This design comes from an exercise in tuning for small area, a short achievable clock period and few clock cycles on the open sky130 flow, not from production work. The RTL was checked by simulation tests, not by an equivalence proof against the original design. Power is estimated from default activity; no workload was simulated.

`design.v`:
```
module trb_render (
    input  wire        clk,
    input  wire        rst,           
    input  wire        start,         
    input  wire [31:0] xscroll,       
    input  wire [31:0] yscroll,       
    input  wire        transp,        
    input  wire        sheet_valid,
    input  wire [31:0] sheet_dim,     
    output wire        busy,
    output reg         done,
    output wire        err,
    output wire [3:0]  errcode,
    output reg         tile_rd,
    output reg  [11:0] tile_addr,
    input  wire [33:0] tile_rdata,    
    output reg         idx_rd,
    output reg  [11:0] idx_addr,
    input  wire [1:0]  idx_rdata,
    output reg         fb_we,
    output reg  [9:0]  fb_addr,
    output reg  [7:0]  fb_wdata
);
    reg busy_r, chk, first;
    assign busy = busy_r;
    wire accept = start & ~busy_r;
    reg [9:0] sw;
    reg       tr;
    reg [8:0] xs;
    reg [2:0] ysl;
    reg nsv_s, small_s;
    reg err_r, ec1_r, ec0_r;
    assign err     = err_r;
    assign errcode = {1'b0, err_r, ec1_r, ec0_r};
    reg       vG, rsG;
    reg [5:0] px;
    reg [2:0] x, y;
    reg [5:0] tx, ty;
    reg [1:0] band;
    reg       vG1, ntG1, rsG1, ywG1, lastG1;
    reg [2:0] xG1;
    reg       vG2, ntG2, rsG2, ywG2, lastG2;
    reg [2:0] xG2;
    reg       vI, ntI, lastI;
    reg [2:0] xI;
    reg       ntR, lastR;
    reg       vD, lastD;
    reg       lastW;
    reg [1:0]  dbits;
    reg [11:0] yA, yB;        
    reg [31:0] color;
    reg [3:0]  is255;
    wire       ntG   = rsG | (x == 3'd0);
    wire       eol   = (px == 6'd39);
    wire [2:0] y1    = y + 3'd1;
    wire       ywrap = (y == 3'd7);
    wire       lastG = eol & ywrap & (band == 2'd2);
    wire       pywrap = eol & (band == 2'd2) & (y1 == ysl);
    wire       stall = ntG & ((vG1 & ntG1) | (vG2 & ntG2));
    wire       advG  = vG & ~stall;
    wire [5:0] ty_d  = chk ? {5'd0, ysl != 3'd0} :
                       pywrap ? 6'd61 : {5'd0, ywrap};
    wire [5:0] ty_n  = ty + ty_d;
    reg [9:0] fb_init;
    always @(*) begin
        case (yscroll[2:0])
            3'd0: fb_init = 10'd1023;
            3'd1: fb_init = 10'd279;
            3'd2: fb_init = 10'd239;
            3'd3: fb_init = 10'd199;
            3'd4: fb_init = 10'd159;
            3'd5: fb_init = 10'd119;
            3'd6: fb_init = 10'd79;
            default: fb_init = 10'd39;
        endcase
    end
    reg [7:0] subc;
    reg       sub255;
    always @(*) begin
        case (idx_rdata)
            2'd0: begin subc = color[7:0];   sub255 = is255[0]; end
            2'd1: begin subc = color[15:8];  sub255 = is255[1]; end
            2'd2: begin subc = color[23:16]; sub255 = is255[2]; end
            default: begin subc = color[31:24]; sub255 = is255[3]; end
        endcase
    end
    wire [2:0]  sx   = dbits[0] ? ~xI : xI;
    wire [11:0] base = dbits[1] ? yB : yA;
    wire [11:0] sub_in  = chk ? {sw, 2'b00} << 1 : yB;
    wire [11:0] sub_out = sub_in - {2'b00, sw};
    always @(posedge clk) begin
        nsv_s   <= ~sheet_valid;
        small_s <= (sheet_dim[15:3] == 13'd0) | (sheet_dim[31:19] == 13'd0);
        if (~busy_r) begin
            sw  <= sheet_dim[9:0];
            tr  <= transp;
            xs  <= xscroll[8:0];
            ysl <= yscroll[2:0];
            x   <= xscroll[2:0];
            tx  <= xscroll[8:3];
            ty  <= yscroll[8:3];
            y   <= 3'd0;
            band <= 2'd0;
            px  <= 6'd0;
            rsG <= 1'b1;
            fb_addr <= fb_init;
        end else begin
            if (chk) ty <= ty_n;
            if (advG) begin
                rsG <= eol;
                if (eol) begin
                    px <= 6'd0;
                    x  <= xs[2:0];
                    tx <= xs[8:3];
                    y  <= y1;
                    ty <= ty_n;
                    if (ywrap) band <= band + 2'd1;
                end else begin
                    px <= px + 6'd1;
                    x  <= x + 3'd1;
                    if (x == 3'd7) tx <= tx + 6'd1;
                end
            end
            if (vD) fb_addr <= (fb_addr == 10'd959) ? 10'd0 : fb_addr + 10'd1;
        end
        if (chk) begin
            err_r <= nsv_s | small_s;
            ec1_r <= ~nsv_s & small_s;
            ec0_r <= nsv_s;
        end
        xG1 <= x;
        ntG1 <= ntG;  rsG1 <= rsG;  ywG1 <= (y == 3'd0);
        xG2 <= xG1; ntG2 <= ntG1; rsG2 <= rsG1; ywG2 <= ywG1;
        xI  <= xG2; ntI  <= ntG2;
        ntR <= ntI;
        if (advG) tile_addr <= {ty, tx};
        if (vG2 & ntG2) dbits <= tile_rdata[33:32];
        if (chk) yB <= sub_out;
        else if (vG2 & rsG2) begin
            if (ywG2) begin
                yA <= 12'd0;
                if (~first) yB <= yA;
            end else begin
                yA <= yA + {2'b00, sw};
                yB <= sub_out;
            end
        end
        idx_addr <= base + {9'd0, sx};
        if (idx_rd & ntR) begin
            color <= tile_rdata[31:0];
            is255 <= {&tile_rdata[31:24], &tile_rdata[23:16],
                      &tile_rdata[15:8],  &tile_rdata[7:0]};
        end
        fb_wdata <= subc;
    end
    always @(posedge clk) begin
        if (rst) begin
            busy_r <= 1'b0; chk <= 1'b0; first <= 1'b0; done <= 1'b0;
            vG <= 1'b0; vG1 <= 1'b0; vG2 <= 1'b0; vI <= 1'b0; vD <= 1'b0;
            lastG1 <= 1'b0; lastG2 <= 1'b0; lastI <= 1'b0; lastR <= 1'b0;
            lastD <= 1'b0; lastW <= 1'b0;
            tile_rd <= 1'b0; idx_rd <= 1'b0; fb_we <= 1'b0;
        end else begin
            chk  <= accept;
            done <= (chk & (nsv_s | small_s)) | lastW;
            if (accept) busy_r <= 1'b1;
            else if ((chk & (nsv_s | small_s)) | lastW) busy_r <= 1'b0;
            if (accept) first <= 1'b1;
            else if (vG2 & rsG2) first <= 1'b0;
            if (chk) vG <= ~(nsv_s | small_s);
            else if (advG & lastG) vG <= 1'b0;
            vG1    <= advG;
            lastG1 <= advG & lastG;
            vG2 <= vG1; lastG2 <= lastG1;
            vI  <= vG2; lastI  <= lastG2;
            idx_rd <= vI; lastR <= lastI;
            vD  <= idx_rd; lastD <= lastR;
            lastW <= lastD;
            fb_we <= vD & ~(tr & sub255);
            tile_rd <= (advG & ntG) | (vG2 & ntG2);
        end
    end
endmodule
```
`flow/run.sh`:
```
#!/bin/bash
set -euo pipefail
export BUFFER_PORTS_ARGS="-buffer_cell sky130_fd_sc_hd__buf_1"
bash standard.sh > standard.log 2>&1
```
`standard.sh`:
```
#!/bin/bash
# synth_recipe.tcl (not shown) runs the flow's synth.tcl, then flattens the netlist and writes it again
# the make line also repeats each setting of config.mk as NAME=value (left out here)
make -C /OpenROAD-flow-scripts/flow DESIGN_CONFIG=/design/flow/config.mk WORK_HOME=/design/flow/orfs CLKGATE_MAP_FILE= SYNTH_SCRIPT=/design/flow/synth_recipe.tcl "${@:-finish}"
```
`config.mk`:
```
export PLATFORM = sky130hd
export DESIGN_NAME = trb_render
export DESIGN_NICKNAME = trb_render
export VERILOG_FILES = /design/flow/design.v
export SDC_FILE = /design/flow/constraint.sdc
export NUM_CORES = 4
export LEC_CHECK = 0
export CAP_MARGIN = 20
export CORE_MARGIN = 2
export CORE_UTILIZATION = 40
export SLEW_MARGIN = 20
```
`constraint.sdc`:
```
create_clock -name core_clock -period 10.0 [get_ports {clk}]
set_input_delay 2.0000 -clock core_clock [delete_from_list [all_inputs] [get_ports {clk}]]
set_output_delay 2.0000 -clock core_clock [all_outputs]
set_load 0.01 [all_outputs]
```
==> results of run 1 <==
kinds of logic (layout without fill, tap and decap cells):
family | Yosys count | in the layout | synth area share, %
AOI/OAI and AO/OA | 120 | 120 | 8.81
xor gates and xnor gates | 47 | 47 | 4.77
adders and majority gates | 40 | 40 | 6.06
buffers and inverters | 48 | 199 | 2.45
DFF | 194 | 194 | 58.8
muxes | 35 | 35 | 5.58
other | 1 | 1 | 0.0434
and+or+nand+nor | 236 | 236 | 13.5
synthesized netlist by cell type (3+ instances only):
master / instances / area, um2
sky130_fd_sc_hd__nor2_1: 69 / 259
sky130_fd_sc_hd__mux4_2: 9 / 203
sky130_fd_sc_hd__nor4_1: 5 / 31.3
sky130_fd_sc_hd__fa_1: 3 / 60.1
sky130_fd_sc_hd__nand2_1: 57 / 214
sky130_fd_sc_hd__mux2i_1: 11 / 110
sky130_fd_sc_hd__a211oi_1: 4 / 30.0
sky130_fd_sc_hd__xor2_1: 23 / 201
sky130_fd_sc_hd__o21ai_0: 29 / 145
sky130_fd_sc_hd__nand2b_1: 11 / 68.8
sky130_fd_sc_hd__mux2_2: 14 / 158
sky130_fd_sc_hd__inv_1: 23 / 86.3
sky130_fd_sc_hd__o41ai_1: 3 / 26.3
sky130_fd_sc_hd__or3_1: 4 / 25.0
sky130_fd_sc_hd__a21o_1: 3 / 22.5
sky130_fd_sc_hd__dfxtp_1: 75 / 1500
sky130_fd_sc_hd__o21a_1: 5 / 37.5
sky130_fd_sc_hd__a32oi_1: 4 / 35.0
sky130_fd_sc_hd__buf_4: 4 / 30.0
sky130_fd_sc_hd__a31oi_1: 6 / 37.5
sky130_fd_sc_hd__ha_1: 37 / 463
sky130_fd_sc_hd__a21oi_1: 44 / 220
sky130_fd_sc_hd__and2_1: 3 / 18.8
sky130_fd_sc_hd__edfxtp_1: 119 / 3570
sky130_fd_sc_hd__nor2b_1: 26 / 163
sky130_fd_sc_hd__nand4_1: 15 / 93.8
sky130_fd_sc_hd__o31ai_1: 3 / 22.5
sky130_fd_sc_hd__o21bai_1: 3 / 22.5
sky130_fd_sc_hd__nand3_1: 17 / 85.1
sky130_fd_sc_hd__nor3_1: 14 / 70.1
sky130_fd_sc_hd__clkbuf_1: 16 / 60.1
sky130_fd_sc_hd__xnor2_1: 24 / 210
worst min-delay path by stage:
stage	start	endpoint	slack, ps
2_1_floorplan	ntI	ntR	310
3_3_place_gp	rsG1	rsG2	310
3_5_place_dp	ywG1	ywG2	310
4_1_cts	ywG1	ywG2	320
5_1_grt	ywG1	ywG2	320
6_report	ywG1	ywG2	320
flip-flops by register name, summed over array words and instances (netlist names), 8 cells and up:
register	cells
xs	9
yB	12
sw	10
tile_addr	12
fb_wdata	8
yA	12
idx_addr	12
color	32
fb_addr	10
cell usage in the layout, fill, tap and decap left out, drive strengths merged, types with 4 or more instances in the layout:
cell type  Yosys  final
buf            8    143
edfxtp       119    119
dfxtp         75     75
nor2          69     69
nand2         59     59
a21oi         44     44
ha            37     37
inv           23     33
o21ai         29     29
nor2b         26     26
xnor2         24     24
xor2          23     23
nand3         17     17
clkbuf        16     17
nand4         15     15
mux2          15     15
nor3          14     14
mux2i         11     11
nand2b        11     11
mux4           9      9
a31oi          7      7
nor4           6      6
clkinv         1      6
o21a           5      5
a21o           5      5
or3            4      4
a211oi         4      4
a32oi          4      4
and2           4      4
where the power goes:
part / switching [uW] / internal (uW) / leakage [uW] / total [uW]
Combinational: 114 / 86.1 / 0.00152 / 200
Sequential: 31.8 / 899 / 0.00176 / 931
Clock: 365 / 355 / 0.000310 / 720
metrics by stage:
stage                     instances  setup WS (ps)  area (um2)  total power (uW)  utilization, %
after floorplan                 721           6780        8630              1080               -
after global placement         1114           6600        9400              1150            44.6
after detailed placement       1115           6590        9410              1150            44.6
after CTS                      1147           6870       10100              1880            47.7
after global routing           1147           6790       10100              1940            47.7
final                          1147           6900       10100              1850            47.7
layer usage:
| metal | up-vias | wire, um |
|---|---|---|
| met4 | 0 | 166 |
| met5 | - | 0 |
| met2 | 120 | 8230 |
| met3 | 11 | 691 |
| li1 | 2907 | - |
| met1 | 2661 | 7930 |
final cells by class:
class                           count  area share, %
Sequential cell                   194           50.5
Multi-Input combinational cell    479           33.3
Timing Repair Buffer              143           5.52
Clock buffer                       17           4.23
Tap cell                          275           3.42
Clock inverter                     15           2.19
Inverter                           24          0.908
==> flow_metrics.tcl, run 1 <==
set metrics [dict create \
    grtUsageMet2_pct 25.3 \
    dr.first_iter.drc_count 230 \
    worst_r2r_startpoint "y[0]" \
    initial_core_util_pct 40.9 \
    run_status "finished clean" \
    post_cts_sizing 0 \
    inserted_clock_buffers 17 \
    io_pins 189 \
    final_min_period_over_clock_period_pct 31.0 \
    synth-main-ff-cell "sky130_fd_sc_hd__edfxtp_1" \
    synth_sequential_area_ratio_pct 58.8 \
    drt_pass1_iterations 4 \
    crit-reg2reg-capture "ty[2]" \
    cts_tree "done" \
    clk_transition_reported_paths_ps 80 \
    worst_clock_skew_ps 20.1 \
    finalHoldViolCount 0 \
    max_cap_viol_count 0 \
    number_of_cells_on_the_worst_reg_to_reg_path 11 \
    grt_pass1_wl_mm 27.3 \
    finish.net_count 1036 \
    cp_num_buf_inv 1 \
    clock_tree.buffer_depth 2 \
    fin_crit_ps 3100 \
    critical-path-top-delay-family "flip-flops" \
    final-setup-viol-count 0 \
    via_count 5699 \
    destination_of_the_critical_timing_path "fb_addr[6]" \
    ir_drop_mv 0.0990 \
    timing.critical_path.cells "buf_1" \
    groute.layer.met1.usage_pct 20.7 \
    syn-num-nets 898 \
    postRouteAntennaNets 0 \
    syn_area_um2 8630 \
    clockRootBuffer "sky130_fd_sc_hd__clkbuf_16" \
    grt_most_used_layer "met2" \
    grt.overflow.total 0 \
    grt_antenna_before_repair 0 \
    synth.avg_cell_area_um2 12.0 \
    worst_skew_pair_latency_ps 440 \
    track_usage_pct 15.5 \
    r2r_setup_slk_ps 6960 \
    dieArea_um2 22800 \
    number_of_synthesized_flops_with_an_enable_pin 119 \
    power.leakage_uw 0.00359 \
    gp_routability_congestion 0.831 \
    design.core.area_um2 21100 \
    timing.setup.critical_path_class "register to output pin" \
    final.setup.tns_ps 0 \
    seq_area_um2 5070 \
    hold-worst-slack_ps 323 \
    grt_start_max_net_pins 42 \
    half_perimeter_wire_length_after_detailed_placement_mm 12.3 \
    crit_slowest_cell "sky130_fd_sc_hd__edfxtp_1" \
    register_bit_total_from_synthesis 194 \
    grt_pass1_vias 5338 \
    rsz_0062_raised_after_global_routing "no" \
    synth.yosys.warnings 1 \
    timing.critical_path.from_type "register" \
    syn2layout_area_growth_pct 16.5 \
    cp-startpoint "fb_addr[6]" \
    critical_path.max_stage_delay_ps 500 \
    std_cell_rows 53 \
    hold_path.class "register to register" \
    critical_path_end_type "output pin" \
    numClockSinks 194 \
    worst_slew_pin_slew_ps 938 \
    power.density_nw_per_um2 184 \
    drt_wl_total_mm 17.0 \
    fp.dieW_um 151 \
    antennaDiodeCount 0 \
    drt-vias-per-instance 4.97 \
    numPortBuffers 138 \
    remaining_drcs 0 \
    ys_async_sr_fraction_pct 0 \
    relSlewSlack_pct 36.8 \
    filler_cell_count 1943 \
    floorplan.die.height_um 151 \
    post_drt_wl_per_cell_um 14.8 \
    multi_input_logic_area_um2 3350 \
    maxClockFrequency_mhz 322 \
    worstSetupPathDepth 1 \
    yosysUniqueCellTypes 60 \
    h-tree-depth 4 \
    holdBufCountCts 0 \
    postCtsSetupRepairBufs 0 \
    critical_path_peak_fanout 6 \
    worst_path_required_time_ps 8000 \
    final_max_slew_viol_count 0 \
    hold-path-cell-count 0 \
    fraction_of_layout_instances_using_a_drive_strength_above_1_pct 8.37 \
    worstPathArrival_ps 1100 \
    grtUsageMet3_pct 3.67 \
    syn-instance-count 721 \
]
Testbench counts, summed over its fixed seeds: cycles 63,056.
==> run 2: changes to the inputs <==
==> run.sh (new file) <==
#!/bin/bash
# synth_recipe.tcl (not shown) runs the flow's synth.tcl, then flattens the netlist and writes it again
# the make line also repeats each setting of config.mk as NAME=value (left out here)
make -C /OpenROAD-flow-scripts/flow DESIGN_CONFIG=/design/flow/config.mk WORK_HOME=/design/flow/orfs CLKGATE_MAP_FILE= SYNTH_SCRIPT=/design/flow/synth_recipe.tcl finish
removed: flow/run.sh
removed: standard.sh
==> run 2 against run 1 <==
Maximum frequency shrank 11%. Clock skew is 12 ps lower. Die area stayed put. Count of clock-buffer cells in the layout did not move. Synthesized cell count stayed put. Sequential power barely moved. Largest power group unchanged. Global-route usage is 1.0 points higher. Cell area rose by 8.3%. Critical path depth unchanged. Highest routed layer unchanged.
==> flow_metrics.tcl, run 2 <==
set metrics [dict create \
    run_status "finished clean" \
    half_perimeter_wire_length_after_detailed_placement_mm 13.3 \
    via_count 5857 \
    ys_async_sr_fraction_pct 0 \
    yosysUniqueCellTypes 60 \
    io_pins 189 \
    synth_sequential_area_ratio_pct 58.8 \
    h-tree-depth 4 \
    synth.avg_cell_area_um2 12.0 \
    syn_area_um2 8630 \
    worst_r2r_startpoint "chk" \
    multi_input_logic_area_um2 3350 \
    crit-reg2reg-capture "yB[10]" \
    finalHoldViolCount 0 \
    clk_transition_reported_paths_ps 80 \
    crit_slowest_cell "sky130_fd_sc_hd__clkdlybuf4s50_1" \
    synth.yosys.warnings 1 \
    worst_clock_skew_ps 8.31 \
    dr_wl_met3_um 711 \
    largest_reg_flops 32 \
    power.leakage_uw 0.00395 \
    drt_wl_total_mm 18.1 \
    drt-met1-wl_mm 8.03 \
    dpl_worst_slack_ps 6250 \
    final-setup-viol-count 0 \
    hold_path.class "register to register" \
    number_of_synthesized_flops_with_an_enable_pin 119 \
    finish.net_count 1036 \
    inserted_clock_buffers 17 \
    floorplan.die.height_um 151 \
    remaining_drcs 0 \
    pnr_worst_setup_slack_ps 6500 \
    post_synth_main_area_contributors "sky130_fd_sc_hd__edfxtp_1 41%, sky130_fd_sc_hd__dfxtp_1 17%, sky130_fd_sc_hd__ha_1 5.4%" \
    final_min_period_over_clock_period_pct 35.0 \
    dieArea_um2 22800 \
    dr.first_iter.drc_count 243 \
    power.density_nw_per_um2 173 \
    worstSetupPathDepth 1 \
    critical-path-top-delay-family "buffers and inverters" \
    drt-vias-per-instance 5.11 \
    syn2layout_area_growth_pct 26.2 \
    final_max_slew_viol_count 0 \
    rsz_0062_raised_after_global_routing "no" \
    syn-num-nets 898 \
    synth-main-ff-cell "sky130_fd_sc_hd__edfxtp_1" \
    grt.overflow.total 0 \
    grt_pass1_wl_mm 29.1 \
    holdBufCountCts 0 \
    timing.critical_path.cells "clkdlybuf4s50_1" \
    biggest_register "color" \
    final_cell_mix "138 x sky130_fd_sc_hd__clkdlybuf4s50_1, 119 x sky130_fd_sc_hd__edfxtp_1, 75 x sky130_fd_sc_hd__dfxtp_1, 69 x sky130_fd_sc_hd__nor2_1, 57 x sky130_fd_sc_hd__nand2_1" \
    worst_slew_pin_slew_ps 937 \
    worst_path_required_time_ps 8000 \
    worstPathArrival_ps 1500 \
    numPortBuffers 138 \
    utilization_pct 51.7 \
    critical_path.max_stage_delay_ps 590 \
    postRouteAntennaNets 0 \
    drt_pass1_iterations 5 \
    fraction_of_layout_instances_using_a_drive_strength_above_1_pct 8.37 \
    fp.dieW_um 151 \
    clock_tree.buffer_depth 2 \
    postCtsSetupRepairBufs 0 \
    post_drt_wl_per_cell_um 15.8 \
    ir_drop_mv 0.100 \
    synth_top_cell_by_area "sky130_fd_sc_hd__edfxtp_1" \
    register_bit_total_from_synthesis 194 \
    destination_of_the_critical_timing_path "fb_addr[6]" \
    synth_commonest_cells "119 x sky130_fd_sc_hd__edfxtp_1, 75 x sky130_fd_sc_hd__dfxtp_1, 69 x sky130_fd_sc_hd__nor2_1" \
    relSlewSlack_pct 36.9 \
    synth.top_cell.area_share_pct 41.4 \
    syn-instance-count 721 \
    grt_pass1_vias 5841 \
    timing.setup.critical_path_class "register to output pin" \
    max_cap_viol_count 0 \
    worst_skew_pair_latency_ps 440 \
    cp-startpoint "fb_addr[6]" \
    hold-path-cell-count 0 \
    cts_tree "done" \
    seq_area_um2 5070 \
    filler_cell_count 1856 \
    grt_antenna_before_repair 0 \
    initial_core_util_pct 40.9 \
    cp_num_buf_inv 1 \
    critical_path_peak_fanout 6 \
    critical_path_end_type "output pin" \
    r2r_setup_slk_ps 6820 \
    final.setup.tns_ps 0 \
    design.core.area_um2 21100 \
    antennaDiodeCount 0 \
    top_layer "met4" \
    number_of_cells_on_the_worst_reg_to_reg_path 10 \
    grt_start_max_net_pins 42 \
    hold-worst-slack_ps 326 \
    post_cts_sizing 0 \
    gp_routability_congestion 0.855 \
    std_cell_rows 53 \
    routed-wl-met2_mm 9.10 \
    post-layout-total-power_uw 1880 \
    maxClockFrequency_mhz 286 \
    leading_cell_type_in_the_layout_fill_and_taps_excluded "sky130_fd_sc_hd__clkdlybuf4s50_1" \
    numClockSinks 194 \
    fin_crit_ps 3500 \
    post-synth-top-count-cell "sky130_fd_sc_hd__edfxtp_1" \
    timing.hold.worst.start "xG2[2]" \
    timing.critical_path.from_type "register" \
    clockRootBuffer "sky130_fd_sc_hd__clkbuf_16" \
    track_usage_pct 16.6 \
]
[run 2: cell types whose count changed in the layout (fill, tap and decap cells not counted), sizes merged]
cell / previous run / this run
clkdlybuf4s50: 0 / 138
inv: 33 / 34
buf: 143 / 5
clkinv: 6 / 5
[run 2: cell type report]
cell class              count  area share [%]
clock buffers              17            3.90
clock inverters            15            1.78
inverters                  24           0.838
multi-input cells         479            30.7
flip-flops and latches    194            46.6
well taps                 275            3.16
repair buffers            143            13.0
[run 2: cell families after synthesis]
group,after synthesis,share of synthesized area [%]
AOI/OAI and AO/OA,120,8.81
xor gates and xnor gates,47,4.77
adders and majority gates,40,6.06
buffers and inverters,48,2.45
DFF,194,58.8
muxes,35,5.58
other,1,0.0434
and+or+nand+nor,236,13.5
[run 2: metrics by stage]
step	cell area, um2	instances
final	10900	1147
after global routing	10900	1147
after CTS	10900	1146
after detailed placement	10300	1114
after global placement	10300	1114
after floorplan	8630	721
[run 2: how the worst min path moves through the flow]
stage | endpoint
after CTS | xI[2]
after floorplan | ntR
final | xI[2]
after detailed placement | xG2[1]
after global placement | xG2[0]
after global routing | xI[2]
[run 2: where the power goes]
group | switching [uW] | total [uW] | leakage [uW] | internal, uW
Combinational | 116 | 244 | 0.00190 | 128
Clock | 358 | 706 | 0.000301 | 348
Sequential | 32.5 | 931 | 0.00176 | 899
Total | 507 | 1880 | 0.00395 | 1370
[run 2: layer usage]
metal / up-vias / track usage [%]
li1: 2897 / -
met1: 2797 / 21.0
met2: 141 / 28.1
met3: 22 / 3.49
met4: 0 / 5.84
met5: - / 0

-- what the ideal ports hide --
In the flow no input, the clock included, has a driving cell. The finished layouts below were timed again as built, in two steps. Step 1 sets driving cells, clkbuf_16 on the clock port and buf_2 on the other inputs (assumed; they add their load-dependent delay and slew). Step 2 adds t to the input delays and takes it off the output delays; t is the mean of the earliest and latest rising clock arrival at the registers after step 1. Input paths then give back, and output paths get back, about the clock's delay inside the block. a / b / c = ideal ports / drivers / drivers and shift; a / b = the first two.
run | t, ns | setup WS [ns] | worst hold slack (ns)
run 1 | 0.479 | 6.897 / 6.851 / 6.625 | 0.323 / 0.323 / 0.323
run 2 | 0.483 | 6.503 / 6.456 / 6.280 | 0.326 / 0.326 / 0.326
After both steps every run listed still meets setup and hold. The setup slack of run 1, which loses most, moves by -0.046 ns with the drivers and by -0.272 ns with both steps.
